Source: an optimization exercise on an open RTL-to-GDS flow (aim: small area, a short achievable clock period and few clock cycles). Production flows keep margins and buffers that such runs may drop.
At most, simulation tests tie the RTL to the original design; equivalence was not proved.
The RTL of run 1 was laid out without a check of its function.

`flow/constraint.sdc`:
```
create_clock -name core_clock -period 14.0 [get_ports {clk}]
set_input_delay 2.8000 -clock core_clock [delete_from_list [all_inputs] [get_ports {clk}]]
set_output_delay 2.8000 -clock core_clock [all_outputs]
set_load 0.01 [all_outputs]
```
`flow/design.v`:
```
module kcpu_core (
    input  wire        clk,
    input  wire        rst,           
    output reg         mem_req,
    output reg         mem_we,
    output reg  [31:0] mem_addr,
    output reg  [31:0] mem_wdata,
    output reg  [3:0]  mem_wstrb,
    input  wire        mem_gnt,
    input  wire        mem_rvalid,
    input  wire [31:0] mem_rdata,
    output reg         retire,
    output reg  [31:0] retire_pc,
    output reg         fault,
    output reg  [2:0]  fault_code,
    input  wire [3:0]  dbg_idx,
    output wire [31:0] dbg_rdata
);
    localparam [2:0] F_MEM = 3'd1, F_OPC = 3'd2, F_DIV0 = 3'd3, F_IDX = 3'd4;
    localparam [4:0] OP_LOAD = 5'd1, OP_STORE = 5'd2, OP_ADD = 5'd3,
                     OP_SUB = 5'd4, OP_MUL = 5'd5, OP_DIV = 5'd6, OP_OR = 5'd7,
                     OP_AND = 5'd8, OP_XOR = 5'd9, OP_NOT = 5'd10, OP_SHR = 5'd11,
                     OP_SHL = 5'd12, OP_STK = 5'd13, OP_JUMP = 5'd14;
    localparam [2:0] S_RUN  = 3'd0,    
                     S_LD   = 3'd1,    
                     S_ST2  = 3'd2,    
                     S_MUL  = 3'd3,    
                     S_DV1  = 3'd4,    
                     S_DVI  = 3'd5,    
                     S_DVF  = 3'd6,    
                     S_HALT = 3'd7;    
    reg [2:0] st;
    reg [287:0] xr;
    wire [31:0] pc     = xr[287:256];
    wire [31:0] c_val  = xr[95:64];
    wire [31:0] sp_val = xr[223:192];
    reg [31:0] dbg_r;
    always @(*) begin
        case (dbg_idx)
            4'd0: dbg_r = xr[31:0];
            4'd1: dbg_r = xr[63:32];
            4'd2: dbg_r = xr[95:64];
            4'd3: dbg_r = xr[127:96];
            4'd4: dbg_r = xr[159:128];
            4'd5: dbg_r = xr[191:160];
            4'd6: dbg_r = xr[223:192];
            4'd7: dbg_r = xr[255:224];
            4'd8: dbg_r = xr[287:256];
            default: dbg_r = 32'd0;
        endcase
    end
    assign dbg_rdata = dbg_r;
    localparam FQN = 4;            
    reg [31:0] fq [0:FQN-1];
    reg [2:0]  fcnt;               
    reg [11:0] fa;                 
    reg [1:0]  tg0, tg1;
    reg [1:0]  qn;                 
    wire [1:0]  off  = pc[1:0];
    wire [10:0] pcw  = pc[12:2];
    reg         irv;
    wire [1:0]  hoff = irv ? off + 2'd2 : off;       
    wire        rsp   = mem_rvalid && (qn != 2'd0);
    wire        rsp_f = rsp && tg0[0];
    wire        rsp_d = rsp && tg0[1];
    wire [31:0] vw1 = (fcnt == 3'd1) ? mem_rdata : fq[1];
    wire [95:0] fw  = {fq[2], vw1, fq[0]};
    reg  [47:0] ains;
    always @(*) begin
        case (hoff)
            2'd0: ains = fw[47:0];
            2'd1: ains = fw[55:8];
            2'd2: ains = fw[63:16];
            default: ains = fw[71:24];
        endcase
    end
    wire avail_q = (hoff == 2'd3) ? (fcnt >= 3'd3) : (fcnt >= 3'd2);
    wire avail   = avail_q || ((hoff != 2'd3) && (fcnt == 3'd1) && rsp_f);
    wire [1:0] kw = hoff[1] ? 2'd2 : 2'd1;    
    wire pc_bad = (pc[31:13] != 19'd0) || (pc[12:0] > 13'd8186);
    wire [4:0]  a_op = ains[4:0];
    wire        a_m  = ains[5];
    wire [1:0]  a_w  = ains[7:6];
    wire [3:0]  a_d  = ains[11:8];
    wire [3:0]  a_s  = ains[15:12];
    wire [31:0] a_imm = ains[47:16];
    wire a_known = (a_op <= OP_JUMP);
    wire a_logic = (a_op >= OP_OR) && (a_op <= OP_SHL);
    wire a_udest = (a_op != 5'd0) && a_known &&
                   !((a_op == OP_NOT) && a_m) && !((a_op == OP_JUMP) && a_m);
    wire a_usrc  = (((a_op == OP_STORE) || (a_op == OP_ADD) || (a_op == OP_SUB)) && !a_m) ||
                   (a_op == OP_MUL) || (a_op == OP_DIV) ||
                   (a_logic && (a_op != OP_NOT) && !a_m);
    wire a_sized = ((a_op == OP_LOAD) || (a_op == OP_STORE) || (a_op == OP_STK)) && a_m;
    reg        a_sf;
    reg [2:0]  a_sc;
    always @(*) begin
        a_sf = 1'b1;
        a_sc = F_OPC;
        if (!a_known)
            a_sc = F_OPC;
        else if ((a_udest && a_d > 4'd8) || (a_usrc && a_s > 4'd8))
            a_sc = F_IDX;
        else if (a_sized && a_w == 2'd3)
            a_sc = F_OPC;
        else
            a_sf = 1'b0;
    end
    wire [2:0] a_n = (a_w == 2'd0) ? 3'd1 : (a_w == 2'd1) ? 3'd2 : 3'd4;
    wire a_immok = (a_imm[31:13] == 19'd0) &&
                   ({1'b0, a_imm[12:0]} + {11'd0, a_n} <= 14'd8192);
    wire a_jimmok = (a_imm[31:13] == 19'd0) && (a_imm[12:0] <= 13'd8186);
    reg [47:0] ir;
    reg        p_ld, p_st, p_add, p_sub, p_mul, p_div, p_logic, p_stk, p_jmp;
    reg        p_shr, p_shl, p_or, p_and, p_xor, p_not;
    reg        p_rd, p_wr, p_simple, p_genwe;
    reg        p_sf;
    reg [2:0]  p_sc;
    reg        p_immok, p_jimmok;
    reg [8:0]  p_dsel;           
    wire        mode   = ir[5];
    wire [1:0]  width  = ir[7:6];
    wire [3:0]  dest   = ir[11:8];
    wire [3:0]  src    = ir[15:12];
    wire [31:0] imm    = ir[47:16];
    reg [31:0] rd_val, rs_val;
    always @(*) begin
        case (dest[2:0])
            3'd0: rd_val = xr[31:0];
            3'd1: rd_val = xr[63:32];
            3'd2: rd_val = xr[95:64];
            3'd3: rd_val = xr[127:96];
            3'd4: rd_val = xr[159:128];
            3'd5: rd_val = xr[191:160];
            3'd6: rd_val = xr[223:192];
            default: rd_val = xr[255:224];
        endcase
        if (dest[3]) rd_val = pc;
        case (src[2:0])
            3'd0: rs_val = xr[31:0];
            3'd1: rs_val = xr[63:32];
            3'd2: rs_val = xr[95:64];
            3'd3: rs_val = xr[127:96];
            3'd4: rs_val = xr[159:128];
            3'd5: rs_val = xr[191:160];
            3'd6: rs_val = xr[223:192];
            default: rs_val = xr[255:224];
        endcase
        if (src[3]) rs_val = pc;
    end
    wire is_push = p_stk && mode;
    wire is_pop  = p_stk && !mode;
    wire [31:0] sp_dec = sp_val - 32'd4;
    wire [31:0] opb    = mode ? imm : rs_val;
    wire [2:0]  nbytes = is_pop ? 3'd4 : (width == 2'd0) ? 3'd1 : (width == 2'd1) ? 3'd2 : 3'd4;
    wire [1:0]  doff   = p_stk ? sp_val[1:0] : imm[1:0];
    wire        d2     = ({1'b0, doff} + nbytes) > 3'd4;
    wire [10:0] spw    = sp_val[12:2];
    wire [10:0] immw   = imm[12:2];
    wire [10:0] spw_m1 = spw - 11'd1;
    wire [10:0] spw_p1 = spw + 11'd1;
    wire [10:0] immw_p1 = immw + 11'd1;
    wire [10:0] dw0    = is_push ? spw : is_pop ? spw_m1 : immw;
    wire [10:0] dw1    = is_push ? spw_p1 : is_pop ? spw : immw_p1;
    wire        push_ok = (sp_val[31:13] == 19'd0) &&
                          ({1'b0, sp_val[12:0]} + {11'd0, nbytes} <= 14'd8192);
    wire        pop_ok  = (sp_val[31:2] != 30'd0) && (sp_val <= 32'd8192);
    wire        daddr_ok = is_push ? push_ok : is_pop ? pop_ok : p_immok;
    wire [31:0] jtarget = mode ? imm : rd_val;
    wire        jt_ok   = mode ? p_jimmok :
                          ((rd_val[31:13] == 19'd0) && (rd_val[12:0] <= 13'd8186));
    reg         jtaken;
    always @(*) begin
        case (width)
            2'd0: jtaken = (c_val == 32'd0);
            2'd1: jtaken = !c_val[31];
            2'd2: jtaken = c_val[31];
            default: jtaken = 1'b1;
        endcase
    end
    wire        div0 = p_div && (rs_val == 32'd0);
    wire        memf = ((p_rd || p_wr) && !daddr_ok) || (p_jmp && !jt_ok);
    wire        exec_fault = p_sf || div0 || memf;
    wire [2:0]  exec_code  = p_sf ? p_sc : div0 ? F_DIV0 : F_MEM;
    wire        wr_fault   = p_sf || (!daddr_ok);
    wire        sub     = !p_add;
    reg  [31:0] dr;
    reg  [31:0] dd;
    reg  [31:0] dq;
    reg  [4:0]  dcnt;
    reg         qneg, rneg;
    function [31:0] rev32(input [31:0] v);
        integer k;
        for (k = 0; k < 32; k = k + 1) rev32[k] = v[31 - k];
    endfunction
    wire [5:0]  zr, zd;
    wire [6:0]  dsh = {1'b0, zd} - {1'b0, zr};    
    wire        in_dv1 = (st == S_DV1);
    wire [31:0] sh_in  = in_dv1 ? dd : p_shr ? rev32(rd_val) : rd_val;
    wire [4:0]  sh_amt = in_dv1 ? dsh[4:0] : opb[4:0];
    wire [31:0] sh_out = sh_in << sh_amt;
    wire        sh_big = (opb[31:5] != 27'd0);
    wire [31:0] logic_res =
        ({32{p_or}}  & (rd_val | opb)) |
        ({32{p_and}} & (rd_val & opb)) |
        ({32{p_xor}} & (rd_val ^ opb)) |
        ({32{p_not}} & ~(mode ? imm : rd_val)) |
        ({32{p_shr && !sh_big}} & rev32(sh_out)) |
        ({32{p_shl && !sh_big}} & sh_out);
    reg  [2:0] mcnt;
    function [2:0] topdig(input [31:0] v);
        integer k;
        begin
            topdig = 3'd0;
            for (k = 1; k < 8; k = k + 1)
                if (v[k*4 +: 4] != 4'd0) topdig = k[2:0];
        end
    endfunction
    wire [2:0]  ta = topdig(rd_val);
    wire [2:0]  tb = topdig(rs_val);
    wire        mswap = (ta < tb);
    wire [3:0]  nib  = dq[{mcnt, 2'b00} +: 4];
    wire [31:0] pp0  = {dr[27:0], 4'd0};
    wire [31:0] pp1  = nib[0] ? dd : 32'd0;
    wire [31:0] pp2  = nib[1] ? {dd[30:0], 1'b0} : 32'd0;
    wire [31:0] pp3  = nib[2] ? {dd[29:0], 2'b0} : 32'd0;
    wire [31:0] pp4  = nib[3] ? {dd[28:0], 3'b0} : 32'd0;
    wire [31:0] s1 = pp0 ^ pp1 ^ pp2;
    wire [31:0] c1 = {((pp0 & pp1) | (pp0 & pp2) | (pp1 & pp2)), 1'b0};
    wire [31:0] s2 = pp3 ^ pp4 ^ s1;
    wire [31:0] c2 = {((pp3 & pp4) | (pp3 & s1) | (pp4 & s1)), 1'b0};
    wire [31:0] s3 = c1 ^ s2 ^ c2;
    wire [31:0] c3 = {((c1 & s2) | (c1 & c2) | (s2 & c2)), 1'b0};
    function [5:0] clz32(input [31:0] v);
        integer k;
        reg found;
        begin
            clz32 = 6'd32;
            found = 1'b0;
            for (k = 31; k >= 0; k = k - 1)
                if (!found && v[k]) begin
                    clz32 = 6'd31 - k[5:0];
                    found = 1'b1;
                end
        end
    endfunction
    assign zr = clz32(dr);
    assign zd = clz32(dd);
    wire        in_dvf = (st == S_DVF);
    wire [31:0] ng2_in = in_dvf ? dq : rs_val;
    wire        ng2_en = in_dvf ? qneg : (mode && rs_val[31]);
    wire [31:0] ng2    = ng2_en ? (32'd0 - ng2_in) : ng2_in;
    wire        nneg = mode && rd_val[31];
    reg  [31:0] add_a, add_b;
    reg         add_c;
    always @(*) begin
        case (st)
            S_MUL: begin add_a = s3; add_b = c3; add_c = 1'b0; end
            S_DVI: begin add_a = dr; add_b = ~dd; add_c = 1'b1; end
            S_DVF: begin add_a = dr ^ {32{rneg}}; add_b = 32'd0; add_c = rneg; end
            default: begin
                if (p_div) begin
                    add_a = rd_val ^ {32{nneg}}; add_b = 32'd0; add_c = nneg;
                end else begin
                    add_a = rd_val; add_b = opb ^ {32{sub}}; add_c = sub;
                end
            end
        endcase
    end
    wire [32:0] add_s  = {1'b0, add_a} + {1'b0, add_b} + {32'd0, add_c};
    wire [31:0] addsub = add_s[31:0];
    wire [31:0] mprod  = add_s[31:0];
    wire        dbit   = add_s[32];
    reg  [1:0] li;           
    reg        lr;           
    wire [31:0] ld_lo = d2 ? dd : mem_rdata;
    wire [63:0] ld_sh = {mem_rdata, ld_lo} >> {doff, 3'b000};
    wire [31:0] ld_data = (nbytes == 3'd1) ? {24'd0, ld_sh[7:0]} :
                          (nbytes == 3'd2) ? {16'd0, ld_sh[15:0]} : ld_sh[31:0];
    wire [63:0] st_lane = {32'd0, rd_val} << {doff, 3'b000};
    wire [3:0]  st_mask = (nbytes == 3'd1) ? 4'b0001 : (nbytes == 3'd2) ? 4'b0011 : 4'b1111;
    wire [7:0]  st_strb = {4'd0, st_mask} << doff;
    wire [10:0] sdiff   = dw0 - pcw;
    wire        st_hit  = (sdiff[10:3] == 8'd0) || (sdiff == 11'h7FF);
    wire run   = (st == S_RUN);
    wire go    = run && !pc_bad && irv;
    wire exok  = go && !exec_fault;
    wire qfree = (qn != 2'd2);
    wire ex_rd0  = go && p_rd && qfree;
    wire ex_rd1  = (st == S_LD) && d2 && (li == 2'd1) && qfree;
    wire ex_wr0  = go && p_wr && !wr_fault;
    wire ex_wr1  = (st == S_ST2);
    wire ex_jmp  = go && p_jmp && jtaken && qfree;
    wire ex_bus  = ex_rd0 || ex_rd1 || ex_wr0 || ex_wr1 || ex_jmp;
    wire ld_last = rsp_d && (!d2 || lr);
    reg  done;
    always @(*) begin
        case (st)
            S_RUN:  done = exok && (p_simple || (p_wr && !d2 && mem_gnt));
            S_LD:   done = ld_last;
            S_ST2:  done = mem_gnt;
            S_MUL:  done = (mcnt == 3'd0);
            S_DV1:  done = dsh[6];
            S_DVF:  done = 1'b1;
            default: done = 1'b0;
        endcase
    end
    reg [31:0] gen_data;
    always @(*) begin
        if (p_ld && !mode)        gen_data = imm;
        else if (p_ld || is_pop)  gen_data = ld_data;
        else if (p_st)            gen_data = rs_val;
        else                      gen_data = addsub;
    end
    wire [31:0] e_data = in_dv1 ? rd_val : add_s[31:0];
    wire [31:0] f_data = in_dv1 ? 32'd0 : ng2;
    wire        jmp_tk = p_jmp && jtaken;
    wire        ip_gen = p_genwe && p_dsel[8];
    wire [31:0] npc    = pc + 32'd6;
    wire        flush  = done && (jmp_tk || ip_gen || (p_wr && st_hit));
    wire [31:0] newpc  = jmp_tk ? jtarget : ip_gen ? gen_data : npc;
    wire        ld_ir = avail && (!irv || done) && !flush;
    wire        cons_early = avail_q && (!irv || (run && p_simple && !jmp_tk));
    wire [1:0]  nfv = {1'b0, tg0[0] && (qn != 2'd0)} + {1'b0, tg1[0] && (qn == 2'd2)};
    wire [3:0]  fill = {1'b0, fcnt} + {2'b0, nfv};
    wire        space = cons_early ? (fill < FQN + {2'b0, kw}) : (fill < FQN);
    wire        f_req = (st != S_HALT) && !fa[11] && qfree && space && !ex_bus;
    always @(*) begin
        mem_req   = ex_bus || f_req;
        mem_we    = ex_wr0 || ex_wr1;
        mem_wdata = ex_wr1 ? st_lane[63:32] : st_lane[31:0];
        mem_wstrb = ex_wr1 ? st_strb[7:4] : st_strb[3:0];
        mem_addr  = {19'd0,
                     ({11{ex_jmp}} & jtarget[12:2]) |
                     ({11{ex_rd0 || ex_wr0}} & dw0) |
                     ({11{ex_rd1 || ex_wr1}} & dw1) |
                     ({11{!ex_bus}} & fa[10:0]),
                     2'b00};
    end
    wire acc   = mem_req && mem_gnt;
    wire push  = acc && !mem_we;
    wire [1:0] push_tag = (ex_rd0 || ex_rd1) ? 2'b10 : {1'b0, !(flush && !ex_jmp)};
    integer i;
    always @(posedge clk) begin
        if (rst) begin
            st     <= S_RUN;
            xr     <= 288'd0;
            fault  <= 1'b0;
            retire <= 1'b0;
            fcnt   <= 3'd0;
            irv    <= 1'b0;
            fa     <= 12'd0;
            qn     <= 2'd0;
        end else begin
            retire <= done;
            if (done) retire_pc <= pc;
            begin : tags
                reg [1:0] t0, t1;
                reg [1:0] n;
                t0 = tg0; t1 = tg1; n = qn;
                if (flush) begin t0[0] = 1'b0; t1[0] = 1'b0; end
                if (rsp) begin t0 = t1; n = n - 2'd1; end
                if (push) begin
                    if (n == 2'd0) t0 = push_tag; else t1 = push_tag;
                    n = n + 2'd1;
                end
                tg0 <= t0; tg1 <= t1; qn <= n;
            end
            if (flush) begin
                fcnt <= 3'd0;
                irv  <= 1'b0;
                fa   <= {1'b0, newpc[12:2]} + {11'd0, push && ex_jmp};
            end else begin : fq_upd
                reg [2:0] k;
                integer j;
                k = ld_ir ? {1'b0, kw} : 3'd0;
                if (ld_ir) irv <= 1'b1; else if (done) irv <= 1'b0;
                for (j = 0; j < FQN; j = j + 1) begin
                    if (rsp_f && fcnt + 3'd0 == j + k) fq[j] <= mem_rdata;
                    else if (k == 3'd1 && j + 1 < FQN) fq[j] <= fq[j+1];
                    else if (k == 3'd2 && j + 2 < FQN) fq[j] <= fq[j+2];
                end
                fcnt <= fcnt + {2'b0, rsp_f && (fcnt < FQN + k)} - k;
                fa   <= fa + {11'd0, push && !ex_bus};
            end
            if (ld_ir) begin
                ir       <= ains;
                p_ld     <= (a_op == OP_LOAD);
                p_st     <= (a_op == OP_STORE);
                p_add    <= (a_op == OP_ADD);
                p_sub    <= (a_op == OP_SUB);
                p_mul    <= (a_op == OP_MUL);
                p_div    <= (a_op == OP_DIV);
                p_logic  <= a_logic;
                p_or     <= (a_op == OP_OR);
                p_and    <= (a_op == OP_AND);
                p_xor    <= (a_op == OP_XOR);
                p_not    <= (a_op == OP_NOT);
                p_shr    <= (a_op == OP_SHR);
                p_shl    <= (a_op == OP_SHL);
                p_stk    <= (a_op == OP_STK);
                p_jmp    <= (a_op == OP_JUMP);
                p_rd     <= ((a_op == OP_LOAD) && a_m) || ((a_op == OP_STK) && !a_m);
                p_wr     <= ((a_op == OP_STORE) && a_m) || ((a_op == OP_STK) && a_m);
                p_simple <= !(((a_op == OP_LOAD) && a_m) || (a_op == OP_STK) ||
                              ((a_op == OP_STORE) && a_m) ||
                              (a_op == OP_MUL) || (a_op == OP_DIV));
                p_genwe  <= (a_op == OP_LOAD) || ((a_op == OP_STORE) && !a_m) ||
                            (a_op == OP_ADD) || (a_op == OP_SUB) ||
                            ((a_op == OP_STK) && !a_m);
                p_sf     <= a_sf;
                p_sc     <= a_sc;
                p_immok  <= a_immok;
                p_jimmok <= a_jimmok;
                for (i = 0; i < 9; i = i + 1)
                    p_dsel[i] <= (a_d == i[3:0]);
            end
            case (st)
                S_RUN: begin
                    if (pc_bad) begin
                        fault <= 1'b1; fault_code <= F_MEM; st <= S_HALT;
                    end else if (irv) begin
                        if (exec_fault) begin
                            fault <= 1'b1; fault_code <= exec_code; st <= S_HALT;
                        end else if (p_rd) begin
                            if (push) begin li <= 2'd1; lr <= 1'b0; st <= S_LD; end
                        end else if (p_wr) begin
                            if (mem_gnt && d2) st <= S_ST2;
                        end else if (p_mul) begin
                            dr   <= 32'd0;
                            dd   <= mswap ? rs_val : rd_val;
                            dq   <= mswap ? rd_val : rs_val;
                            mcnt <= mswap ? ta : tb;
                            st   <= S_MUL;
                        end else if (p_div) begin
                            dr <= add_s[31:0]; dd <= ng2;
                            rneg <= mode && rd_val[31];
                            qneg <= mode && (rd_val[31] ^ rs_val[31]);
                            st <= S_DV1;
                        end
                    end
                end
                S_LD: begin
                    if (ex_rd1 && mem_gnt) li <= 2'd2;
                    if (rsp_d) begin
                        lr <= 1'b1;
                        dd <= mem_rdata;
                        if (ld_last) st <= S_RUN;
                    end
                end
                S_ST2: if (mem_gnt) st <= S_RUN;
                S_MUL: begin
                    dr <= mprod; mcnt <= mcnt - 3'd1;
                    if (mcnt == 3'd0) st <= S_RUN;
                end
                S_DV1: begin
                    dd <= sh_out; dq <= 32'd0; dcnt <= dsh[4:0];
                    st <= dsh[6] ? S_RUN : S_DVI;
                end
                S_DVI: begin
                    if (dbit) dr <= add_s[31:0];
                    dq <= {dq[30:0], dbit};
                    dd <= {1'b0, dd[31:1]};
                    dcnt <= dcnt - 5'd1;
                    if (dcnt == 5'd0) st <= S_DVF;
                end
                S_DVF: st <= S_RUN;
                default: ;
            endcase
            if (done) begin
                if (p_stk)             xr[223:192] <= sp_dec;
                if (p_logic)           xr[95:64]   <= logic_res;
                if (p_mul || p_div)    xr[159:128] <= e_data;
                if (p_div)             xr[191:160] <= f_data;
                xr[287:256] <= newpc;
                if (p_genwe)
                    for (i = 0; i < 9; i = i + 1)
                        if (p_dsel[i]) xr[i*32 +: 32] <= gen_data;
            end
        end
    end
endmodule
```
`flow/standard.sh`:
```
#!/bin/bash
# synth_recipe.tcl (not shown) runs the flow's synth.tcl, then flattens the netlist and writes it again
# the make line also repeats each setting of config.mk as NAME=value (left out here)
make -C /OpenROAD-flow-scripts/flow DESIGN_CONFIG=/design/flow/config.mk WORK_HOME=/design/flow/orfs CLKGATE_MAP_FILE= SYNTH_SCRIPT=/design/flow/synth_recipe.tcl "${@:-finish}"
```
`flow/flow/run.sh`:
```
#!/bin/bash
# The standard layout (the standard.sh: ORFS synthesis to final layout),
# with a larger setup margin for ORFS's timing repair so that it also works on
# paths that already meet the clock period.
set -euo pipefail
bash standard.sh SETUP_SLACK_MARGIN=7 finish > standard.log 2>&1
```
`flow/config.mk`:
```
export PLATFORM = sky130hd
export DESIGN_NAME = kcpu_core
export DESIGN_NICKNAME = kcpu_core
export VERILOG_FILES = /design/flow/design.v
export SDC_FILE = /design/flow/constraint.sdc
export NUM_CORES = 4
export LEC_CHECK = 0
export CAP_MARGIN = 20
export CORE_MARGIN = 2
export CORE_UTILIZATION = 30
export PLACE_DENSITY = 0.5
export SLEW_MARGIN = 20
```
==> impl_metrics.csv, run 1 <==
group,metric,value,unit
run_status,status,"no timing/DRC/antenna violations",
timing,clock_skew,0.0471,ns
place,place_ws,5.11,ns
worst_setup_path,path_class,"input port to output pin",
final_layout,fin_area,74800,um2
synth,synth_cells,7572,
timing,tns,0,ns
routing,route.detailed.drc,0,
place,placed_area,66300,um2
worst_setup_path,crit_family,"buffers and inverters",
synth,synth_top_area_cell,"edfxtp_1",
synth,netlist_area,60500,um2
clock_tree,clk_latency,0.79,ns
floorplan,core,200000,um2
clock_tree,ctsHoldBuffers,0,
timing,drv_slew,0,
place,port_buffers,157,
clock_tree,numCtsBuffers,90,
routing,ant_nets,0,
synth,yosysMostFrequentCell,"nor2_1",
floorplan,die_area,205000,um2
worst_setup_path,max_stage_delay,0.28,ns
timing,final-hold-violation-count,0,
grt,gr-total-overflow,0,
worst_hold_path,hp-start,"fault$_SDFFE_PP0P_",
final_layout,nNetsFinal,8069,
worst_setup_path,path_cells,"buf_12 -> buf_16 -> nand2b_4 -> nor3_4 -> buf_12 -> buf_4 -> buf_16 -> nand2_1 -> o21ai_0 -> a221oi_1 -> nand3_1 -> buf_6",
final_layout,layout-drive-gt1-share,18.6,%
clock_tree,cts_tree,"built",
worst_setup_path,required,11.20,ns
final_layout,postLayoutCoreUtil,37.4,%
worst_setup_path,critPathLaunch,"dbg_idx[3]",
synth,avgSynthCellArea,7.98,um2
clock_tree,clock-sinks,662,
synth,synth_edf_count,351,
grt,grt_first_pass_wirelength,590000,um
synth,synthFlopType,"edfxtp_1",
final_layout,final_cells,10600,
synth,ys_ff_latch,662,
clock_tree,clk_pin_slew,0.06,ns
floorplan,pin_count,179,
grt,first_global_vias,65000,
timing,worst_pin_slew,1.35,ns
timing,period_needed,7.42,ns
clock_tree,clockRootBuffer,"clkbuf_16",
synth,yosysWarnings,2,
synth,synthTopCellsByCount,"nor2_1 (776), nand2_1 (770), o21ai_0 (545), clkbuf_1 (499), a21oi_1 (485)",
worst_hold_path,min_path_type,"flip-flop to flip-flop",
timing,relSlewSlack,9.16,%
floorplan,rows,164,
place,place.gp.congestion,1.10,
worst_setup_path,crit_path_end_kind,"output pin",
timing,fmax,135,MHz
timing,setup_viol,0,
timing,hold_slack,0.463,ns
floorplan,fp.dieH,453,um
place,dpl.hpwl,323000,um
floorplan,die_width,453,um
timing,fin_ws,6.58,ns
synth,async_reset_ff_share,0,%
routing,drt-wirelength-per-cell,42.5,um
grt,antenna_found_initial,48,
routing,vias,72000,
clock_tree,htree_levels,3,
synth,synth.distinct_cells,106,
timing,timing.final.crit_share,53.0,%
final_layout,area_delta_synth_final,23.7,%
final_layout,nFillCells,20600,
run,drv_cap,0,
worst_setup_path,startpoint_type,"input port",
synth,ys_seq_area_share,27.7,%
routing,drt_iter0_markers,12300,
grt,track_usage,41.9,%
routing,first_pass_iters,9,
synth,synth_top_cell_area_share,17.4,%
worst_setup_path,cp.arrival,4.62,ns
worst_setup_path,cp_slowest_cell,"a221oi_1",
timing,rsz0062_at_grt,"true",
worst_setup_path,critPathBufInv,6,
worst_setup_path,timing.rr.start,"ir[15]$_DFFE_PP_",
worst_setup_path,path_max_fanout,7,
clock_tree,clockBufferDepth,3,
synth,synth.area.top_cells,"edfxtp_1 (17%), dfxtp_1 (10%), mux2i_1 (5.9%)",
grt,grt_start_max_net_pins,84,
routing,wl,448000,um
place,dp.cells,10100,
floorplan,initial_core_util,30.2,%
routing,viasPerCell,6.82,
worst reg2reg max path, delay by kind of cell (launching register included):
| family | cells | cell delay, ns |
|---|---|---|
| simple gates | 4 | 1.42 |
| flops | 1 | 0.32 |
| buf+inv | 7 | 2.61 |
| compound gates | 4 | 1.94 |
| mux | 1 | 0.26 |
| fa+ha+maj | 1 | 0.31 |
cell families after synthesis:
family	Yosys count	synth area share, %
and+or+nand+nor	2487	19.0
xor gates and xnor gates	216	3.13
adders and majority gates	243	6.17
DFF	662	27.7
muxes	512	9.49
other	1	0.00620
buffers and inverters	955	6.34
AOI/OAI and AO/OA	2496	28.1
flip-flops by register name, indices dropped and copies added, names as in the netlist, 5 cells and up:
signal and count:
dcnt 5, dd 32, dq 32, dr 32
fa 12, fq 128, ir 43, p_dsel 9
retire_pc 32, xr 288
placed cells by master, fill, tap and decap left out, types with 37 or more instances in the layout:
cell / count
inv_1: 237
nor3_1: 134
o21ai_0: 502
xnor2_1: 151
o31ai_1: 38
a21o_1: 45
nor4_1: 54
and3_1: 44
dfxtp_1: 302
nor2_1: 742
a31oi_1: 68
nor2b_1: 100
a22o_1: 40
a221oi_1: 80
buf_12: 50
buf_6: 67
o22ai_1: 88
clkbuf_16: 97
edfxtp_1: 351
nand2b_1: 67
ha_1: 142
buf_4: 491
mux2i_1: 343
fa_1: 89
and2_1: 60
a222oi_1: 45
diode_2: 37
a21oi_1: 450
o21a_1: 45
mux2_2: 91
or2_2: 38
o221ai_1: 83
nand3_1: 179
xor2_1: 55
clkdlybuf4s50_1: 103
a211oi_1: 224
a22oi_1: 111
o211ai_1: 111
or3_1: 59
nand2_1: 749
timing repair:
item / in CTS / in global routing
pin swaps: 100 / 71
gates resized for setup: 589 / 187
gates cloned: 30 / 8
buffers inserted: 146 / 64
setup endpoints to repair: 839 / 542
final cells by class:
class / count / area (um2) / share of cell area, %
clock buffer: 112 / 2440 / 3.26
sequential: 662 / 16800 / 22.5
antenna: 37 / 92.6 / 0.124
clock inverter: 56 / 707 / 0.946
inverter: 266 / 1050 / 1.40
multi-input combinational: 5979 / 42500 / 56.8
tap: 2656 / 3320 / 4.44
timing repair buffer: 787 / 7890 / 10.5
routing by layer:
metal  wire length (um)  GRT usage [%]
met3              60300           16.2
met4              44000           33.3
met2             174000           57.0
met1             170000           52.2
met5                219              0
worst paths after layout:
path | to | slack [ns] | depth (start not counted)
hold / removal | fault$_SDFFE_PP0P_ | 0.46 | 1
setup / recovery | dbg_rdata[11] | 6.58 | 12
hold reg to reg | fault$_SDFFE_PP0P_ | 0.46 | 1
setup reg to reg | dd[18]$_DFFE_PP_ | 6.86 | 17
==> inputs of run 2 (changes only) <==
--- a/flow/design.v
+++ b/flow/design.v
@@ -37,15 +37,7 @@
     reg [31:0] dbg_r;
+    integer di;
     always @(*) begin
-        case (dbg_idx)
-            4'd0: dbg_r = xr[31:0];
-            4'd1: dbg_r = xr[63:32];
-            4'd2: dbg_r = xr[95:64];
-            4'd3: dbg_r = xr[127:96];
-            4'd4: dbg_r = xr[159:128];
-            4'd5: dbg_r = xr[191:160];
-            4'd6: dbg_r = xr[223:192];
-            4'd7: dbg_r = xr[255:224];
-            4'd8: dbg_r = xr[287:256];
-            default: dbg_r = 32'd0;
-        endcase
+        dbg_r = 32'd0;
+        for (di = 0; di < 9; di = di + 1)
+            dbg_r = dbg_r | ({32{dbg_idx == di[3:0]}} & xr[di*32 +: 32]);
     end
@@ -118,4 +110,5 @@
     reg [2:0]  p_sc;
-    reg        p_immok, p_jimmok;
+    reg        p_immok, p_jimmok, p_d2imm;
     reg [8:0]  p_dsel;           
+    reg [8:0]  p_ssel;           
     wire        mode   = ir[5];
@@ -126,25 +119,10 @@
     reg [31:0] rd_val, rs_val;
+    integer ri;
     always @(*) begin
-        case (dest[2:0])
-            3'd0: rd_val = xr[31:0];
-            3'd1: rd_val = xr[63:32];
-            3'd2: rd_val = xr[95:64];
-            3'd3: rd_val = xr[127:96];
-            3'd4: rd_val = xr[159:128];
-            3'd5: rd_val = xr[191:160];
-            3'd6: rd_val = xr[223:192];
-            default: rd_val = xr[255:224];
-        endcase
-        if (dest[3]) rd_val = pc;
-        case (src[2:0])
-            3'd0: rs_val = xr[31:0];
-            3'd1: rs_val = xr[63:32];
-            3'd2: rs_val = xr[95:64];
-            3'd3: rs_val = xr[127:96];
-            3'd4: rs_val = xr[159:128];
-            3'd5: rs_val = xr[191:160];
-            3'd6: rs_val = xr[223:192];
-            default: rs_val = xr[255:224];
-        endcase
-        if (src[3]) rs_val = pc;
+        rd_val = 32'd0;
+        rs_val = 32'd0;
+        for (ri = 0; ri < 9; ri = ri + 1) begin
+            rd_val = rd_val | ({32{p_dsel[ri]}} & xr[ri*32 +: 32]);
+            rs_val = rs_val | ({32{p_ssel[ri]}} & xr[ri*32 +: 32]);
+        end
     end
@@ -156,3 +134,6 @@
     wire [1:0]  doff   = p_stk ? sp_val[1:0] : imm[1:0];
-    wire        d2     = ({1'b0, doff} + nbytes) > 3'd4;
+    wire        d2_sp  = mode ? ((width == 2'd0) ? 1'b0 :
+                                 (width == 2'd1) ? (sp_val[1:0] == 2'd3) : (sp_val[1:0] != 2'd0))
+                              : (sp_val[1:0] != 2'd0);
+    wire        d2     = p_stk ? d2_sp : p_d2imm;
     wire [10:0] spw    = sp_val[12:2];
@@ -234,12 +215,18 @@
     function [5:0] clz32(input [31:0] v);
-        integer k;
-        reg found;
+        reg z16, z8, z4, z2, z1;
+        reg [15:0] v16;
+        reg [7:0]  v8;
+        reg [3:0]  v4;
+        reg [1:0]  v2;
         begin
-            clz32 = 6'd32;
-            found = 1'b0;
-            for (k = 31; k >= 0; k = k - 1)
-                if (!found && v[k]) begin
-                    clz32 = 6'd31 - k[5:0];
-                    found = 1'b1;
-                end
+            z16 = (v[31:16] == 16'd0);
+            v16 = z16 ? v[15:0] : v[31:16];
+            z8  = (v16[15:8] == 8'd0);
+            v8  = z8 ? v16[7:0] : v16[15:8];
+            z4  = (v8[7:4] == 4'd0);
+            v4  = z4 ? v8[3:0] : v8[7:4];
+            z2  = (v4[3:2] == 2'd0);
+            v2  = z2 ? v4[1:0] : v4[3:2];
+            z1  = !v2[1];
+            clz32 = (v == 32'd0) ? 6'd32 : {1'b0, z16, z8, z4, z2, z1};
         end
@@ -258,3 +245,3 @@
             S_MUL: begin add_a = s3; add_b = c3; add_c = 1'b0; end
-            S_DVI: begin add_a = dr; add_b = ~dd; add_c = 1'b1; end
+            S_DV1, S_DVI: begin add_a = dr; add_b = ~dd; add_c = 1'b1; end
             S_DVF: begin add_a = dr ^ {32{rneg}}; add_b = 32'd0; add_c = rneg; end
@@ -302,3 +289,3 @@
             S_MUL:  done = (mcnt == 3'd0);
-            S_DV1:  done = dsh[6];
+            S_DV1:  done = !dbit;              
             S_DVF:  done = 1'b1;
@@ -326,3 +313,7 @@
     wire        space = cons_early ? (fill < FQN + {2'b0, kw}) : (fill < FQN);
-    wire        f_req = (st != S_HALT) && !fa[11] && qfree && space && !ex_bus;
+    wire        f_req = (st != S_HALT) && !fa[11] && qfree && space &&
+                        !(sel_jmp || sel_d0 || sel_d1);
+    wire sel_jmp = run && irv && p_jmp && jtaken;
+    wire sel_d0  = run && irv && (p_rd || p_wr);
+    wire sel_d1  = ((st == S_LD) && d2 && (li == 2'd1)) || (st == S_ST2);
     always @(*) begin
@@ -333,6 +324,6 @@
         mem_addr  = {19'd0,
-                     ({11{ex_jmp}} & jtarget[12:2]) |
-                     ({11{ex_rd0 || ex_wr0}} & dw0) |
-                     ({11{ex_rd1 || ex_wr1}} & dw1) |
-                     ({11{!ex_bus}} & fa[10:0]),
+                     ({11{sel_jmp}} & jtarget[12:2]) |
+                     ({11{sel_d0}} & dw0) |
+                     ({11{sel_d1}} & dw1) |
+                     ({11{!(sel_jmp || sel_d0 || sel_d1)}} & fa[10:0]),
                      2'b00};
@@ -414,4 +405,7 @@
                 p_jimmok <= a_jimmok;
+                p_d2imm  <= ({1'b0, a_imm[1:0]} + a_n) > 3'd4;
                 for (i = 0; i < 9; i = i + 1)
                     p_dsel[i] <= (a_d == i[3:0]);
+                for (i = 0; i < 9; i = i + 1)
+                    p_ssel[i] <= (a_s == i[3:0]);
             end
@@ -457,3 +451,3 @@
                     dd <= sh_out; dq <= 32'd0; dcnt <= dsh[4:0];
-                    st <= dsh[6] ? S_RUN : S_DVI;
+                    st <= dbit ? S_DVI : S_RUN;
                 end
--- a/flow/flow/run.sh
+++ b/flow/flow/run.sh
@@ -5,2 +5,2 @@
 set -euo pipefail
-bash standard.sh SETUP_SLACK_MARGIN=7 finish > standard.log 2>&1
+bash standard.sh SETUP_SLACK_MARGIN=7.5 finish > standard.log 2>&1
--- a/flow/config.mk
+++ b/flow/config.mk
@@ -9,4 +9,4 @@
 export CORE_MARGIN = 2
-export CORE_UTILIZATION = 30
-export PLACE_DENSITY = 0.5
+export CORE_UTILIZATION = 60
+export PLACE_DENSITY = 0.75
 export SLEW_MARGIN = 20
==> impl_metrics.csv, run 2 <==
group,metric,value,unit
synth,synthFlopType,"edfxtp_1",
synth,synth_top_area_cell,"edfxtp_1",
floorplan,rows,113,
synth,synth_edf_count,353,
place,dpl.hpwl,254000,um
synth,synth_cells,7246,
synth,ys_seq_area_share,29.1,%
clock_tree,clockRootBuffer,"clkbuf_16",
synth,yosysWarnings,2,
clock_tree,clockBufferDepth,3,
floorplan,die_width,315,um
place,placed_area,61500,um2
place,port_buffers,157,
grt,gr-total-overflow,1631,
clock_tree,htree_levels,3,
clock_tree,numCtsBuffers,80,
place,place_ws,2.75,ns
synth,synth.area.top_cells,"edfxtp_1 (18%), dfxtp_1 (11%), nand2_1 (5.5%)",
synth,synthTopCellsByCount,"nand2_1 (845), nor2_1 (748), clkbuf_1 (511), a21oi_1 (482), o21ai_0 (374)",
clock_tree,clock-sinks,664,
synth,synth_top_cell_area_share,18.3,%
synth,netlist_area,57900,um2
grt,track_usage,92.7,%
floorplan,initial_core_util,60.7,%
floorplan,pin_count,179,
synth,synth.distinct_cells,109,
synth,ys_ff_latch,664,
grt,grt_start_max_net_pins,94,
clock_tree,ctsHoldBuffers,0,
run_status,status,"stopped before the end",
place,place.gp.congestion,1.32,
run_status,firstError,"[ERROR GRT-0116] Global routing finished with congestion. Check the congestion regions in the DRC Viewer.",
synth,yosysMostFrequentCell,"nand2_1",
synth,async_reset_ff_share,0,%
grt,grt_first_pass_wirelength,672000,um
grt,first_global_vias,84600,
run_status,haltStage,"global routing (5_1_grt)",
synth,avgSynthCellArea,7.99,um2
floorplan,fp.dieH,315,um
## run 2: worst max-delay path by stage
stage,start,endpoint,slack (ns),depth (start not counted)
2_1_floorplan,mcnt[0]$_DFFE_PP_,fq[3][0]$_DFFE_PP_,5.75,29
3_3_place_gp,mcnt[0]$_DFFE_PP_,fq[1][22]$_DFFE_PP_,3.19,29
3_5_place_dp,mcnt[0]$_DFFE_PP_,fq[1][22]$_DFFE_PP_,2.75,28
4_1_cts,mcnt[0]$_DFFE_PP_,fq[3][29]$_DFFE_PP_,5.89,34
## run 2: cell families after synthesis
| logic type | share of synthesized area [%] |
|---|---|
| xor gates and xnor gates | 3.36 |
| buffers and inverters | 6.60 |
| muxes | 8.42 |
| other | 0.00648 |
| and+or+nand+nor | 20.1 |
| adders and majority gates | 6.35 |
| DFF | 29.1 |
| AOI/OAI and AO/OA | 26.1 |
## run 2: per-stage QoR
stage                     instances  hold slack, ns
after floorplan                7266           0.406
after global placement         8318           0.439
after detailed placement       8319           0.457
after CTS                      8908           0.472
## run 2: repair_timing
action                     in CTS
cloned                        105
gates resized for setup      1105
pin swaps                     238
setup buffers                 336
setup endpoints to repair     871
## run 2: per-layer routing
metal  GRT usage, %  GRT overflow
met1           92.6           181
met3           87.3           203
met2            100           756
met5           70.6            34
met4           91.1           457
Testbench counts of run 2, summed over its fixed seeds: cycles 34,165.
==> inputs of run 3 (changes only) <==
--- a/flow/flow/run.sh
+++ b/flow/flow/run.sh
@@ -5,2 +5,2 @@
 set -euo pipefail
-bash standard.sh SETUP_SLACK_MARGIN=7.5 finish > standard.log 2>&1
+bash standard.sh SETUP_SLACK_MARGIN=7 finish > standard.log 2>&1
--- a/flow/config.mk
+++ b/flow/config.mk
@@ -9,4 +9,4 @@
 export CORE_MARGIN = 2
-export CORE_UTILIZATION = 60
-export PLACE_DENSITY = 0.75
+export CORE_UTILIZATION = 50
+export PLACE_DENSITY = 0.65
 export SLEW_MARGIN = 20
==> impl_metrics.csv, run 3 <==
group,metric,value,unit
grt,gr-total-overflow,4,
synth,synth_cells,7246,
synth,synth_top_area_cell,"edfxtp_1",
grt,track_usage,78.7,%
synth,yosysWarnings,2,
clock_tree,htree_levels,3,
synth,synth_edf_count,353,
floorplan,die_width,344,um
clock_tree,clockRootBuffer,"clkbuf_16",
synth,synth.distinct_cells,109,
floorplan,initial_core_util,50.5,%
clock_tree,numCtsBuffers,80,
floorplan,pin_count,179,
run_status,status,"stopped before the end",
place,dp.cells,8588,
place,dpl.hpwl,281000,um
floorplan,fp.dieH,344,um
place,place.gp.congestion,1.18,
synth,netlist_area,57900,um2
synth,ys_seq_area_share,29.1,%
run_status,haltStage,"global routing (5_1_grt)",
clock_tree,clock-sinks,664,
synth,yosysMostFrequentCell,"nand2_1",
synth,synth.area.top_cells,"edfxtp_1 (18%), dfxtp_1 (11%), nand2_1 (5.5%)",
grt,first_global_vias,77300,
synth,synth_top_cell_area_share,18.3,%
synth,synthTopCellsByCount,"nand2_1 (845), nor2_1 (748), clkbuf_1 (511), a21oi_1 (482), o21ai_0 (374)",
synth,synthFlopType,"edfxtp_1",
grt,grt_start_max_net_pins,149,
grt,grt_first_pass_wirelength,648000,um
floorplan,rows,124,
synth,avgSynthCellArea,7.99,um2
synth,ys_ff_latch,664,
clock_tree,clockBufferDepth,3,
place,port_buffers,157,
run_status,firstError,"[ERROR GRT-0116] Global routing finished with congestion. Check the congestion regions in the DRC Viewer.",
synth,async_reset_ff_share,0,%
run 3: cell counts after synthesis:
Identical to the previous run, type by type.
run 3: cells by family after synthesis:
| family | Yosys count | synth area share, % |
|---|---|---|
| AND/OR/NAND/NOR | 2559 | 20.1 |
| buffers and inverters | 940 | 6.60 |
| adder cells (fa/ha/maj) | 239 | 6.35 |
| XOR/XNOR | 222 | 3.36 |
| flip-flops | 664 | 29.1 |
| AO/OA/AOI/OAI | 2198 | 26.1 |
| other | 1 | 0.00648 |
| multiplexers | 423 | 8.42 |
run 3: stage by stage:
stage	instance area, um2	setup WS [ns]	util (%)	hold WS, ns
2_1_floorplan	58300	5.75	-	0.406
3_3_place_gp	61700	3.35	53.8	0.438
3_5_place_dp	61700	3.00	53.8	0.459
4_1_cts	72700	5.88	63.4	0.476
run 3: worst min-delay path by stage:
stage	start	to	slack [ns]	cells after the start
floorplan	xr[256]$_SDFFE_PP0P_	retire_pc[0]$_DFFE_PP_	0.41	0
global placement	fault$_SDFFE_PP0P_	fault$_SDFFE_PP0P_	0.44	1
detailed placement	fault$_SDFFE_PP0P_	fault$_SDFFE_PP0P_	0.46	1
CTS	fault$_SDFFE_PP0P_	fault$_SDFFE_PP0P_	0.48	1
run 3: timing repair:
item | CTS
hold buffers | 0
gates resized for setup | 1051
gates cloned | 91
buffers inserted | 281
pin swaps | 182
setup endpoints to repair | 855
run 3: layer usage:
| layer | GRT usage (%) | GRT overflow |
|---|---|---|
| met5 | 48.0 | 0 |
| met4 | 72.8 | 1 |
| met3 | 67.8 | 2 |
| met2 | 89.2 | 1 |
| met1 | 81.7 | 0 |
==> inputs of run 4 (changes only) <==
--- a/flow/design.v
+++ b/flow/design.v
@@ -289,3 +289,3 @@
             S_MUL:  done = (mcnt == 3'd0);
-            S_DV1:  done = !dbit;              
+            S_DV1:  done = dsh[6];             
             S_DVF:  done = 1'b1;
@@ -450,4 +450,10 @@
                 S_DV1: begin
-                    dd <= sh_out; dq <= 32'd0; dcnt <= dsh[4:0];
-                    st <= dbit ? S_DVI : S_RUN;
+                    if (dsh == 7'd0) begin
+                        if (dbit) dr <= add_s[31:0];
+                        dq <= {31'd0, dbit};
+                        st <= S_DVF;
+                    end else begin
+                        dd <= sh_out; dq <= 32'd0; dcnt <= dsh[4:0];
+                        st <= dsh[6] ? S_RUN : S_DVI;
+                    end
                 end
--- a/flow/config.mk
+++ b/flow/config.mk
@@ -9,4 +9,4 @@
 export CORE_MARGIN = 2
-export CORE_UTILIZATION = 50
-export PLACE_DENSITY = 0.65
+export CORE_UTILIZATION = 30
+export PLACE_DENSITY = 0.5
 export SLEW_MARGIN = 20
==> impl_metrics.csv, run 4 <==
group,metric,value,unit
worst_setup_path,cp.arrival,4.64,ns
final_layout,largest_reg_flops,288,
timing,clock_skew,0.0668,ns
final_layout,layout-drive-gt1-share,19.4,%
floorplan,fp.dieH,442,um
grt,track_usage,41.7,%
synth,yosysMostFrequentCell,"nand2_1",
grt,first_global_vias,62100,
clock_tree,ctsHoldBuffers,0,
routing,met2_wirelength,169000,um
final_layout,reg.largest.list,"xr x288, fq x128, ir x35",
floorplan,die_width,442,um
worst_setup_path,path_max_fanout,6,
timing,worst_pin_slew,2.16,ns
floorplan,pin_count,179,
timing,rsz0062_at_grt,"true",
clock_tree,clockBufferDepth,3,
worst_setup_path,path_cells,"buf_8 -> buf_12 -> nand2b_4 -> nor3_4 -> buf_6 -> buf_16 -> buf_12 -> a222oi_1 -> nand3_2 -> buf_6",
routing,drt-wirelength-per-cell,42.6,um
timing,setup_viol,0,
synth,synthTopCellsByCount,"nand2_1 (786), nor2_1 (716), clkbuf_1 (554), a21oi_1 (464), o21ai_0 (374)",
floorplan,initial_core_util,30.2,%
clock_tree,cts_tree,"built",
place,dpl.hpwl,305000,um
final_layout,nNetsFinal,7735,
routing,dr_wl_met3,57900,um
final_layout,final_common_cell,"nand2_1",
timing,tns,0,ns
synth,synth.distinct_cells,100,
routing,highest_layer,"met5",
final_layout,final_cells,10100,
grt,antenna_found_initial,46,
routing,vias,68900,
routing,drt_iter0_markers,13100,
worst_setup_path,cp_slowest_cell,"nand3_2",
timing,relSlewSlack,-45.8,%
worst_setup_path,path_class,"input port to output pin",
routing,route.detailed.drc,0,
floorplan,core,191000,um2
synth,synth_edf_count,353,
routing,viasPerCell,6.84,
timing,timing.final.crit_share,53.1,%
worst_setup_path,crit_path_end_kind,"output pin",
place,place.gp.congestion,1.10,
synth,netlist_area,57600,um2
timing,drv_slew,3,
synth,synth_cells,7173,
grt,grt_first_pass_wirelength,563000,um
place,dp.cells,9557,
synth,synth_top_cell_area_share,18.4,%
synth,synth_top_area_cell,"edfxtp_1",
routing,ant_nets,0,
routing,first_pass_iters,11,
synth,ys_seq_area_share,29.2,%
grt,grt_start_max_net_pins,78,
worst_setup_path,startpoint_type,"input port",
grt,gr-total-overflow,0,
run,drv_cap,1,
final_layout,area_delta_synth_final,25.3,%
synth,ys_ff_latch,664,
synth,synthFlopType,"edfxtp_1",
final_layout,final_cell_mix,"nand2_1 (777), nor2_1 (690), buf_4 (547)",
final_layout,largest-register,"xr",
run_status,status,"complete, but fails checks",
floorplan,rows,160,
timing,hold_slack,0.436,ns
clock_tree,numCtsBuffers,88,
synth,avgSynthCellArea,8.04,um2
worst_hold_path,min_path_type,"flip-flop to flip-flop",
timing,fmax,134,MHz
clock_tree,clk_latency,0.83,ns
clock_tree,clk_pin_slew,0.05,ns
worst_setup_path,max_stage_delay,0.39,ns
clock_tree,htree_levels,3,
place,port_buffers,157,
run_status,violations,"capacitance limit, slew limit",
clock_tree,clockRootBuffer,"clkbuf_16",
synth,synth.area.top_cells,"edfxtp_1 (18%), dfxtp_1 (11%), nand2_1 (5.1%)",
floorplan,die_area,196000,um2
timing,period_needed,7.44,ns
clock_tree,clock-sinks,664,
routing,wl_met1,157000,um
timing,final-hold-violation-count,0,
synth,async_reset_ff_share,0,%
worst_setup_path,required,11.20,ns
routing,wl,429000,um
synth,yosysWarnings,2,
-- run 4: metrics by stage --
step | util, % | setup WS [ns] | cell area (um2)
final | 37.9 | 6.56 | 72200
after CTS | 36.7 | 6.64 | 69900
after detailed placement | 33.1 | 3.30 | 63100
after floorplan | - | 6.80 | 57900
after global placement | 33.1 | 3.35 | 63100
after global routing | 37.9 | 6.55 | 72100
-- run 4: worst max-delay path: cells and delay by family --
kind,cells,cell delay [ns]
compound gates,1,0.36
buf+inv,6,0.86
simple gates,3,0.58
-- run 4: final cells by class --
class / instances / area, um2
Tap cell: 2511 / 3140
Antenna cell: 31 / 77.6
Multi-Input combinational cell: 5601 / 39700
Sequential cell: 664 / 16800
Fill cell: 19700 / 118000
Timing Repair Buffer: 860 / 8410
Timing Repair inverter: 1 / 8.76
Clock buffer: 114 / 2440
Clock inverter: 51 / 689
Inverter: 240 / 966
-- run 4: layer usage --
metal | GRT usage [%] | vias up
met4 | 33.5 | 28
met2 | 58.0 | 5864
met1 | 50.5 | 33800
met3 | 16.4 | 1698
met5 | 0.562 | -
li1 | - | 27500
-- run 4: cell families after synthesis --
kind of cell    after synthesis  share of synthesized area, %
simple gates               2446                          19.5
compound gates             2277                          27.3
buf+inv                     936                          6.49
flops                       664                          29.2
mux                         387                          7.72
fa+ha+maj                   239                          6.37
xor+xnor                    223                          3.39
other cells                   1                       0.00651
-- run 4: final timing paths --
kind / end / startpoint / cells past startpoint / slack [ns]
worst min-delay path: retire_pc[11]$_DFFE_PP_ / xr[267]$_SDFFE_PP0P_ / 0 / 0.44
worst max register to register: dr[20]$_DFFE_PP_ / dq[0]$_DFFE_PP_ / 27 / 6.94
worst min register to register: retire_pc[11]$_DFFE_PP_ / xr[267]$_SDFFE_PP0P_ / 0 / 0.44
worst max-delay path: dbg_rdata[9] / dbg_idx[1] / 10 / 6.56
-- run 4: repair_timing --
| action | 4_1_cts | 5_1_grt |
|---|---|---|
| buffers inserted | 157 | 122 |
| resized for setup | 519 | 230 |
| pin swaps | 87 | 138 |
| setup endpoints to repair | 753 | 647 |
| gates cloned | 33 | 7 |
Testbench counts of run 4, summed over its fixed seeds: cycles 34,035.
==> inputs of run 5 (changes only) <==
--- a/flow/config.mk
+++ b/flow/config.mk
@@ -7,6 +7,10 @@
 export LEC_CHECK = 0
-export CAP_MARGIN = 20
+export CAP_MARGIN = 10
 export CORE_MARGIN = 2
 export CORE_UTILIZATION = 30
+export CTS_BUF_LIST = sky130_fd_sc_hd__clkbuf_8
+export CTS_CLUSTER_DIAMETER = 60
+export CTS_CLUSTER_SIZE = 24
 export PLACE_DENSITY = 0.5
-export SLEW_MARGIN = 20
+export SLEW_MARGIN = 10
+export TNS_END_PERCENT = 20
==> impl_metrics.csv, run 5 <==
group,metric,value,unit
run_status,status,"no timing/DRC/antenna violations",
place,dp.cells,9609,
synth,async_reset_ff_share,0,%
worst_setup_path,crit_path_end_kind,"output pin",
worst_setup_path,max_stage_delay,0.60,ns
timing,rsz0062_at_grt,"true",
clock_tree,numCtsBuffers,95,
final_layout,nNetsFinal,7760,
synth,avgSynthCellArea,8.04,um2
routing,drt_iter0_markers,12600,
worst_setup_path,r2r_end,"xr[150]$_SDFFE_PP0P_",
final_layout,final_cells,10100,
worst_setup_path,regToRegSetupSlack,6.74,ns
timing,hold_slack,0.440,ns
grt,top_usage_layer,"met2",
routing,first_pass_iters,12,
grt,track_usage,45.2,%
grt,grtUsageMet3,16.5,%
final_layout,fin_area,71400,um2
final_layout,layout-drive-gt1-share,19.7,%
clock_tree,clk_latency,0.99,ns
timing,final-hold-violation-count,0,
timing,fmax,136,MHz
final_layout,area_delta_synth_final,23.9,%
worst_setup_path,path_max_fanout,24,
grt,use_met1,57.3,%
grt,use_met2,63.0,%
timing,tns,0,ns
worst_setup_path,path_cells,"buf_4 -> buf_4 -> a222oi_1 -> and3_1 -> and2_1 -> buf_4 -> inv_1 -> nor2_1 -> a21oi_1 -> a22oi_1 -> o22ai_1 -> clkdlybuf4s50_1",
worst_hold_path,hp-start,"xr[261]$_SDFFE_PP0P_",
worst_setup_path,crit_family,"buffers and inverters",
clock_tree,clockBufferDepth,3,
grt,antenna_found_initial,72,
clock_tree,clock-sinks,664,
floorplan,fp.dieH,442,um
floorplan,core,191000,um2
worst_setup_path,cp.arrival,4.58,ns
clock_tree,clk_pin_slew,0.09,ns
floorplan,rows,160,
place,dpl.hpwl,343000,um
routing,viasPerCell,6.83,
worst_setup_path,reg2regPathDepth,24,
clock_tree,clockRootBuffer,"clkbuf_8",
timing,timing.final.crit_share,52.7,%
timing,relSlewSlack,5.23,%
synth,ys_seq_area_share,29.2,%
synth,synthFlopType,"edfxtp_1",
timing,period_needed,7.38,ns
grt,gr-total-overflow,0,
routing,wl,466000,um
clock_tree,htree_levels,3,
run,drv_cap,0,
floorplan,die_area,196000,um2
synth,synth_edf_count,353,
clock_tree,cts_tree,"built",
synth,yosysMostFrequentCell,"nand2_1",
worst_setup_path,timing.rr.start,"mcnt[1]$_DFFE_PP_",
synth,yosysWarnings,2,
floorplan,initial_core_util,30.2,%
routing,ant_nets,0,
synth,synth.distinct_cells,100,
clock_tree,ctsHoldBuffers,0,
grt,grt_start_max_net_pins,163,
worst_setup_path,cp_slowest_cell,"clkdlybuf4s50_1",
final_layout,largest_reg_flops,288,
routing,route.detailed.drc,0,
timing,worst_pin_slew,1.41,ns
timing,drv_slew,0,
worst_hold_path,min_path_type,"flip-flop to flip-flop",
timing,setup_viol,0,
routing,vias,69100,
worst_setup_path,path_class,"flip-flop to output pin",
synth,netlist_area,57600,um2
place,port_buffers,157,
synth,synthTopCellsByCount,"nand2_1 (786), nor2_1 (716), clkbuf_1 (554), a21oi_1 (464), o21ai_0 (374)",
worst_setup_path,critPathLaunch,"p_dsel[5]$_DFFE_PP_",
synth,synth.area.top_cells,"edfxtp_1 (18%), dfxtp_1 (11%), nand2_1 (5.1%)",
final_layout,largest-register,"xr",
worst_hold_path,min_to,"retire_pc[5]$_DFFE_PP_",
final_layout,reg.largest.list,"xr x288, fq x128, ir x35",
worst_setup_path,startpoint_type,"flip-flop",
timing,clock_skew,0.0776,ns
grt,first_global_vias,61700,
floorplan,die_width,442,um
synth,synth_top_cell_area_share,18.4,%
worst_hold_path,hold_depth,0,
synth,ys_ff_latch,664,
floorplan,pin_count,179,
final_layout,final_common_cell,"nand2_1",
worst_setup_path,critPathBufInv,5,
synth,synth_top_area_cell,"edfxtp_1",
worst_setup_path,required,11.20,ns
place,place.gp.congestion,1.05,
grt,grt_first_pass_wirelength,599000,um
routing,drt-wirelength-per-cell,46.1,um
final_layout,final_cell_mix,"nand2_1 (775), nor2_1 (688), buf_4 (597)",
place,placed_area,63600,um2
synth,synth_cells,7173,
worst_setup_path,cpMostUsedCell,"buf_4",
run 5: what timing repair did:
action                     CTS  global route
setup endpoints to repair  830           655
pin swaps                   64           147
gates cloned                20             7
buffers inserted           123           134
resized for setup          367           311
run 5: metal layers:
| layer | vias up | wire [um] | part of all wire, % |
|---|---|---|---|
| met2 | 5628 | 184000 | 40 |
| met3 | 1417 | 59900 | 13 |
| met4 | 36 | 42100 | 9.0 |
| met1 | 34500 | 180000 | 38 |
| li1 | 27500 | - | - |
| met5 | - | 458 | 0.098 |
run 5: worst max-delay path by stage:
stage	endpoint	cells after the start
2_1_floorplan	fq[1][0]$_DFFE_PP_	29
3_5_place_dp	fq[1][14]$_DFFE_PP_	29
3_3_place_gp	fq[1][14]$_DFFE_PP_	29
4_1_cts	mem_addr[12]	10
5_1_grt	dbg_rdata[4]	9
6_report	mem_wdata[18]	12
run 5: stage by stage:
step / setup WS [ns] / util [%]
final: 6.62 / 37.5
after floorplan: 6.19 / -
after detailed placement: 4.00 / 33.4
after CTS: 6.68 / 36.1
after global routing: 6.68 / 37.4
after global placement: 3.86 / 33.4
run 5: cell type report:
cell class | count | area [um2]
Timing Repair Buffer | 883 | 8380
Sequential cell | 664 | 16800
Inverter | 240 | 932
Clock inverter | 82 | 1070
Fill cell | 19700 | 119000
Antenna cell | 49 | 123
Clock buffer | 98 | 1350
Multi-Input combinational cell | 5597 | 39600
Tap cell | 2511 | 3140
run 5: cells by family (layout without fill, tap and decap cells):
logic type	count (synthesis)	after routing	share of synthesized area [%]
DFF	664	664	29.2
and+or+nand+nor	2446	2448	19.5
other	1	70	0.00651
AOI/OAI and AO/OA	2277	2279	27.3
muxes	387	387	7.72
buffers and inverters	936	1303	6.49
adders and majority gates	239	239	6.37
xor gates and xnor gates	223	223	3.39
==> inputs of run 6 (changes only) <==
--- a/flow/design.v
+++ b/flow/design.v
@@ -202,3 +202,6 @@
     wire        mswap = (ta < tb);
-    wire [3:0]  nib  = dq[{mcnt, 2'b00} +: 4];
+    reg  [3:0]  nib;                           
+    wire [2:0]  mnext = mcnt - 3'd1;
+    wire [31:0] mplier = mswap ? rd_val : rs_val;
+    wire [2:0]  mtopd  = mswap ? ta : tb;
     wire [31:0] pp0  = {dr[27:0], 4'd0};
@@ -426,3 +429,4 @@
                             dq   <= mswap ? rd_val : rs_val;
-                            mcnt <= mswap ? ta : tb;
+                            mcnt <= mtopd;
+                            nib  <= mplier[{mtopd, 2'b00} +: 4];
                             st   <= S_MUL;
@@ -446,3 +450,4 @@
                 S_MUL: begin
-                    dr <= mprod; mcnt <= mcnt - 3'd1;
+                    dr <= mprod; mcnt <= mnext;
+                    nib <= dq[{mnext, 2'b00} +: 4];
                     if (mcnt == 3'd0) st <= S_RUN;
--- a/flow/flow/run.sh
+++ b/flow/flow/run.sh
@@ -5,2 +5,2 @@
 set -euo pipefail
-bash standard.sh SETUP_SLACK_MARGIN=7 finish > standard.log 2>&1
+bash standard.sh SETUP_SLACK_MARGIN=6.7 finish > standard.log 2>&1
--- a/flow/config.mk
+++ b/flow/config.mk
@@ -11,4 +11,4 @@
 export CTS_BUF_LIST = sky130_fd_sc_hd__clkbuf_8
-export CTS_CLUSTER_DIAMETER = 60
-export CTS_CLUSTER_SIZE = 24
+export CTS_CLUSTER_DIAMETER = 50
+export CTS_CLUSTER_SIZE = 20
 export PLACE_DENSITY = 0.5
==> impl_metrics.csv, run 6 <==
group,metric,value,unit
run_status,status,"complete, but fails checks",
run_status,violations,"capacitance limit, slew limit",
grt,antenna_found_initial,62,
final_layout,final_common_cell,"nor2_1",
routing,vias,68100,
routing,route.detailed.drc,0,
clock_tree,clk_pin_slew,0.09,ns
grt,track_usage,40.0,%
floorplan,rows,161,
final_layout,nNetsFinal,7625,
synth,synthFlopType,"edfxtp_1",
synth,avgSynthCellArea,7.97,um2
timing,drv_slew,8,
final_layout,ff_latch_area,17000,um2
place,port_buffers,157,
worst_setup_path,required,11.20,ns
synth,ys_ff_latch,668,
synth,ys_seq_area_share,29.2,%
synth,synth_cells,7279,
final_layout,nFillCells,20200,
worst_hold_path,min_path_type,"flip-flop to flip-flop",
synth,synth_mux_area_share,8.14,%
worst_setup_path,startpoint_type,"flip-flop",
worst_setup_path,cp.arrival,4.98,ns
synth,yosysWarnings,2,
floorplan,die_area,197000,um2
routing,drt_iter0_markers,13300,
clock_tree,clock-sinks,668,
clock_tree,htree_levels,3,
synth,yosysMostFrequentCell,"nor2_1",
final_layout,area_delta_synth_final,17.1,%
routing,drt-wirelength-per-cell,41.1,um
worst_setup_path,path_max_fanout,34,
synth,synth_top_area_cell,"edfxtp_1",
final_layout,largest_reg_flops,288,
timing,clock_skew,0.117,ns
floorplan,initial_core_util,30.1,%
final_layout,multiInputGateArea,38500,um2
floorplan,core,192000,um2
timing,fmax,128,MHz
floorplan,die_width,444,um
synth,synth_fa_ha_area_share,6.33,%
routing,first_pass_iters,13,
place,dpl.hpwl,300000,um
timing,worst_pin_slew,1.59,ns
clock_tree,clk_latency,1.01,ns
grt,grt_first_pass_wirelength,545000,um
worst_setup_path,crit_path_end_kind,"output pin",
synth,async_reset_ff_share,0,%
synth,synth.distinct_cells,98,
routing,ant_nets,0,
final_layout,final_cell_mix,"nor2_1 (813), nand2_1 (788), a21oi_1 (504)",
floorplan,pin_count,179,
synth,synth_edf_count,357,
synth,synth-simple-area-share,19.3,%
clock_tree,ctsHoldBuffers,0,
timing,final-hold-violation-count,0,
final_layout,largest-register,"xr",
synth,netlist_area,58000,um2
final_layout,reg.largest.list,"xr x288, fq x128, ir x35",
synth,synthTopCellsByCount,"nor2_1 (833), nand2_1 (790), clkbuf_1 (522), a21oi_1 (514), o21ai_0 (457)",
clock_tree,numCtsBuffers,112,
synth,synth_top_cell_area_share,18.5,%
routing,wl,411000,um
synth,synth_top_family_by_area,"compound AO/OA/AOI/OAI gates",
timing,tns,0,ns
timing,period_needed,7.78,ns
worst_setup_path,path_class,"flip-flop to output pin",
timing,fin_ws,6.22,ns
clock_tree,cts_tree,"built",
place,place.gp.congestion,1.13,
synth,synth-compound-area-share,27.2,%
timing,timing.final.crit_share,55.6,%
grt,grt_start_max_net_pins,195,
place,place_ws,4.01,ns
synth,yosys.area_share.xor_xnor,3.50,%
floorplan,fp.dieH,444,um
run,drv_cap,3,
timing,rsz0062_at_grt,"true",
routing,viasPerCell,6.81,
clock_tree,clockRootBuffer,"clkbuf_8",
timing,relSlewSlack,-6.68,%
clock_tree,clockBufferDepth,3,
synth,synth.area.top_cells,"edfxtp_1 (18%), dfxtp_1 (11%), nor2_1 (5.4%)",
grt,first_global_vias,62100,
grt,gr-total-overflow,0,
final_layout,layout-drive-gt1-share,14.1,%
timing,setup_viol,0,
-- run 6: cell types whose count changed after synthesis, moves of 51 or more --
cell and delta:
nor2_1 +117, mux2i_1 +109, o21ai_0 +83, a31oi_1 -71, nor2b_1 -63, nand3_1 -62, and2_1 +52, a22o_1 +51
-- run 6: kinds of logic after synthesis --
group	count (synthesis)
buffers and inverters	909
AOI/OAI and AO/OA	2317
adders and majority gates	239
DFF	668
xor gates and xnor gates	232
muxes	425
other	1
and+or+nand+nor	2488
-- run 6: critical path, stage by stage, from the launching register on --
cell	delay [ns]
edfxtp_1	0.37
buf_4	0.35
a222oi_1	0.36
nand3_1	0.49
or2_2	0.66
inv_1	0.69
a21oi_1	0.19
a22oi_1	0.19
o22ai_1	0.15
clkdlybuf4s50_1	0.51
-- run 6: final cells by class --
class / instances / share of cell area (%)
multi-input cells: 5725 / 56.6
diodes: 35 / 0.129
flip-flops and latches: 668 / 25.0
clock inverters: 94 / 1.70
repair buffers: 624 / 8.28
inverters: 215 / 1.20
clock buffers: 119 / 2.41
well taps: 2526 / 4.65
-- run 6: final timing paths --
check                                          end  slack, ns  cells past startpoint                start
worst min-delay path            fault$_SDFFE_PP0P_       0.49                      1   fault$_SDFFE_PP0P_
worst max-delay path                  mem_wdata[3]       6.22                      9  p_dsel[4]$_DFFE_PP_
worst min register to register  fault$_SDFFE_PP0P_       0.49                      1   fault$_SDFFE_PP0P_
worst max register to register   p_genwe$_DFFE_PP_       6.47                     16  p_dsel[2]$_DFFE_PP_
-- run 6: per-stage QoR --
| step | area [um2] | hold slack (ns) | cells | util, % |
|---|---|---|---|---|
| finish | 67900 | 0.487 | 10000 | 35.3 |
| floorplan | 58100 | 0.403 | 7299 | - |
| global placement | 63100 | 0.479 | 9647 | 32.8 |
| CTS | 67300 | 0.491 | 9931 | 35.0 |
| detailed placement | 63100 | 0.481 | 9648 | 32.8 |
| global route | 67900 | 0.510 | 9977 | 35.3 |
-- run 6: layer usage --
layer	GRT usage [%]	up-vias	share of wire, %
met5	0.147	-	0.056
met4	31.5	30	9.8
met3	16.5	1635	14
met2	54.8	5823	39
met1	48.9	33400	37
li1	-	27200	-
-- run 6: repair_timing --
action	CTS	global route
endpoints found under the setup margin	607	585
cloned	13	3
endpoints found under the hold margin	0	0
gates resized for setup	197	52
setup buffers	57	35
pin swaps	28	16
Testbench counts of run 6, summed over its fixed seeds: cycles 34,035.

## port drivers added, routing unchanged
No port has a modelled driver above. Below, the same layouts with a new extraction and two added sets of constraints. Step 1, drivers: a clkbuf_16 drives clk and a buf_2 each remaining input, both assumed. Step 2, shift: input delay + t, output delay - t, t = (earliest + latest rising clock arrival at the registers) / 2. This alone moves slack from input paths to output paths. Slacks: no drivers / after step 1 / after step 2; pairs: no drivers / after step 1.
| run | t (ns) | setup WS [ns] | hold slack, ns |
|---|---|---|---|
| run 1 | 0.861 | 6.578 / 6.503 / 6.503 | 0.463 / 0.463 / 0.463 |
| run 4 | 0.893 | 6.560 / 6.509 / 6.509 | 0.436 / 0.436 / 0.436 |
| run 5 | 1.042 | 6.621 / 6.528 / 6.610 | 0.440 / 0.440 / 0.440 |
| run 6 | 1.035 | 6.215 / 6.131 / 6.397 | 0.487 / 0.487 / 0.487 |
The setup slack of run 1, which loses most, moves by -0.075 ns with the drivers and by -0.075 ns with both steps.
